Background: an optimization exercise with open tools, aiming at a short achievable clock period and few clock cycles. Do not read the settings as production practice.
Power and IR drop assume default switching activity.

build 44:
Design acb_stream, start of the top module:
module acb_stream (
    input  wire        clk,
    input  wire        rst,
    input  wire        start,
    input  wire [1:0]  op,
    input  wire [15:0] arg0,
    input  wire [12:0] in_len,
    output reg         done,
    output reg  [12:0] out_len,
    output reg  [12:0] in_pos,
    output reg  [2:0]  err_code,
    output reg  [15:0] err_info,
    output wire [11:0] in_addr,
    input  wire [7:0]  in_rdata,
    output wire [11:0] out_raddr,
    input  wire [7:0]  out_rdata,
    output reg         out_we,
    output reg  [11:0] out_waddr,
    output reg  [7:0]  out_wdata
);
    localparam [2:0] E_NONE       = 3'd0;
    localparam [2:0] E_INVALIDARG = 3'd1;
    localparam [2:0] E_ILLEGAL    = 3'd2;
    localparam [2:0] E_UNEXPEND   = 3'd3;
    localparam [2:0] E_DATA       = 3'd4;
    localparam [2:0] E_CAPACITY   = 3'd5;
    localparam [1:0] SEL_LIT = 2'd0,    
                     SEL_MEM = 2'd1,    
                     SEL_H1  = 2'd2,    
                     SEL_H2  = 2'd3;    
    localparam [2:0] I_ZERO = 3'd0, I_HP = 3'd1, I_LEN = 3'd2, I_CAP = 3'd3,
                     I_ARG  = 3'd4, I_OP = 3'd5;
    reg        st_r;        
    reg [1:0]  op_r;
    reg [15:0] arg_r;
    reg [12:0] len_r;
    reg [15:0] arg_h;       
    reg        run;         
    reg        m_cmp, m_dec, m_mat;
    reg [12:0] len;         
    reg [12:0] hp;          
    reg [12:0] rem;         
    reg        remz, rem1;  
    reg [12:0] P;           
    reg [12:0] room;        
    reg        roomz;       
    reg [7:0]  z;           
    reg        zf;          
    reg [7:0]  zc;          
    reg        zcf;         
    reg [8:0]  fsh;         
    reg        exh;         
    reg        pf;          
    reg [4:0]  cc;          
    reg        cact;        
    reg [1:0]  csel;        
    reg        bad_r;       
    reg [11:0] ia;          
    reg        iv;          
    reg        rv;          
    reg [7:0]  ird;         
    reg        irv;
    reg [7:0]  q  [0:7];
    reg        qz [0:7];    
    reg [3:0]  n;
    assign in_addr = ia;
    wire v0 = (n != 4'd0);
    wire v1 = (n[3:1] != 3'd0);
    wire [7:0] w0 = q[0];
    wire [7:0] w1 = q[1];
    wire w0z = qz[0];
  ...
Size: roughly 1,800 cells after synthesis, roughly 440 flip-flops, roughly 140 I/O pins, roughly 20,000 µm² of cells after synthesis.
==> flow/config.mk <==
export PLATFORM = sky130hd
export DESIGN_NAME = acb_stream
export DESIGN_NICKNAME = acb_stream
export VERILOG_FILES = /design/flow/design.v
export SDC_FILE = /design/flow/constraint.sdc
export NUM_CORES = 4
export LEC_CHECK = 0
export CAP_MARGIN = 20
export CORE_MARGIN = 2
export CORE_UTILIZATION = 40
export SLEW_MARGIN = 20
==> flow/constraint.sdc <==
create_clock -name core_clock -period 10.0 [get_ports {clk}]
set_input_delay 2.0000 -clock core_clock [delete_from_list [all_inputs] [get_ports {clk}]]
set_output_delay 2.0000 -clock core_clock [all_outputs]
set_load 0.01 [all_outputs]
standard.sh (not shown) runs the stock make flow with config.mk's settings and CLKGATE_MAP_FILE= SYNTH_SCRIPT=/design/flow/synth_recipe.tcl, a recipe that flattens the netlist after the stock synthesis.
==> flow/flow/run.sh <==
#!/bin/bash
bash standard.sh SETUP_SLACK_MARGIN=7 ABC_CLOCK_PERIOD_IN_PS=3000 CORE_UTILIZATION=65 PLACE_DENSITY=0.75 CTS_CLUSTER_SIZE=25 CTS_CLUSTER_DIAMETER=60 finish > flow_standard.log 2>&1
Build 44 closes out successfully: all stages finished, all timing, DRC and antenna checks passed.
### build 44 -> build 16
==> flow/flow/run.sh <==
#!/bin/bash
bash standard.sh SETUP_SLACK_MARGIN=7 ABC_CLOCK_PERIOD_IN_PS=3000 finish > flow_standard.log 2>&1
Notes after the runs:
Diff build 44 -> build 16 | length of routed met2 wiring | up by a few percent
Build 16: global-route wire length before repair 2000 µm above build 44
Build 16 vs build 44: vias per cell down
In the tables for build 16 and build 44, overall die height reads higher with build 16.
Power: build 16 draws more than build 44
The met1 demand-to-capacity share in global routing of build 16 falls short of that of build 44 by 15 points.
Of the two values seen for slowest cell on the critical path, dfxtp_2 was produced by build 16 and dfxtp_4 by build 44.
Final area: higher on build 16
Here is what was changed in the inputs of build 64 compared with build 16.
==> flow/flow/run.sh <==
#!/bin/bash
bash standard.sh SETUP_SLACK_MARGIN=7 ABC_CLOCK_PERIOD_IN_PS=3000 CORE_UTILIZATION=65 PLACE_DENSITY=0.75 finish > flow_standard.log 2>&1
==> run notes <==
- Build 64 finished every stage and its layout cleared the timing, DRC and antenna checks.
- Between build 64 and build 16, the wire length on met2 figures differ only marginally.
- Post-placement cell area, build 16 and build 64: larger value in build 16
- Build 16 and build 64 ended up with nearly the same minimum hold slack.
- Per the comparison of build 64 with build 16, global routing met2 resource utilization shows an increase of 18 points; worst setup slack rose 0.032 ns; global routing met1 resource utilization shows an increase of 14 points; die area fell 38%.
- A cell with the biggest individual delay on the critical path of dfxtp_2 is what build 16 shows, while dfxtp_4 belongs to build 64.
- Switching power as a share of total power was higher in build 16 than in build 64.
- [compare] base=build 16 new=build 64: power went down, number of setup buffers added after CTS saw a decrease.
Function was not checked in any run of this note: the RTL went through the layout flow alone.

## re-timing with driven ports
The results above use ideal ports. As a check the final layouts listed here were re-extracted and re-timed, cells and wires unchanged.
Step 1, drivers: a clkbuf_16 drives clk and a buf_2 each remaining input, both assumed.
Step 2 moves the port delays by t, midway between the first and last clock arrival at a register: inputs arrive t later, outputs are due t later. That takes back most of the time a late clock gives input paths.
a / b / c = no drivers / after step 1 / after step 2; a / b = the first two.
run | shift t [ns] | setup slack, ns | worst data-port slew with drivers (ns)
build 44 | 0.638 | 6.944 / 6.889 / 6.371 | 0.04
build 16 | 0.649 | 6.946 / 6.888 / 6.443 | 0.09
build 64 | 0.595 | 6.978 / 6.921 / 6.572 | 0.04
After both steps setup and hold are still met in every run listed. The setup slack of build 44, which loses most, moves by -0.055 ns with the drivers and by -0.573 ns with both steps.
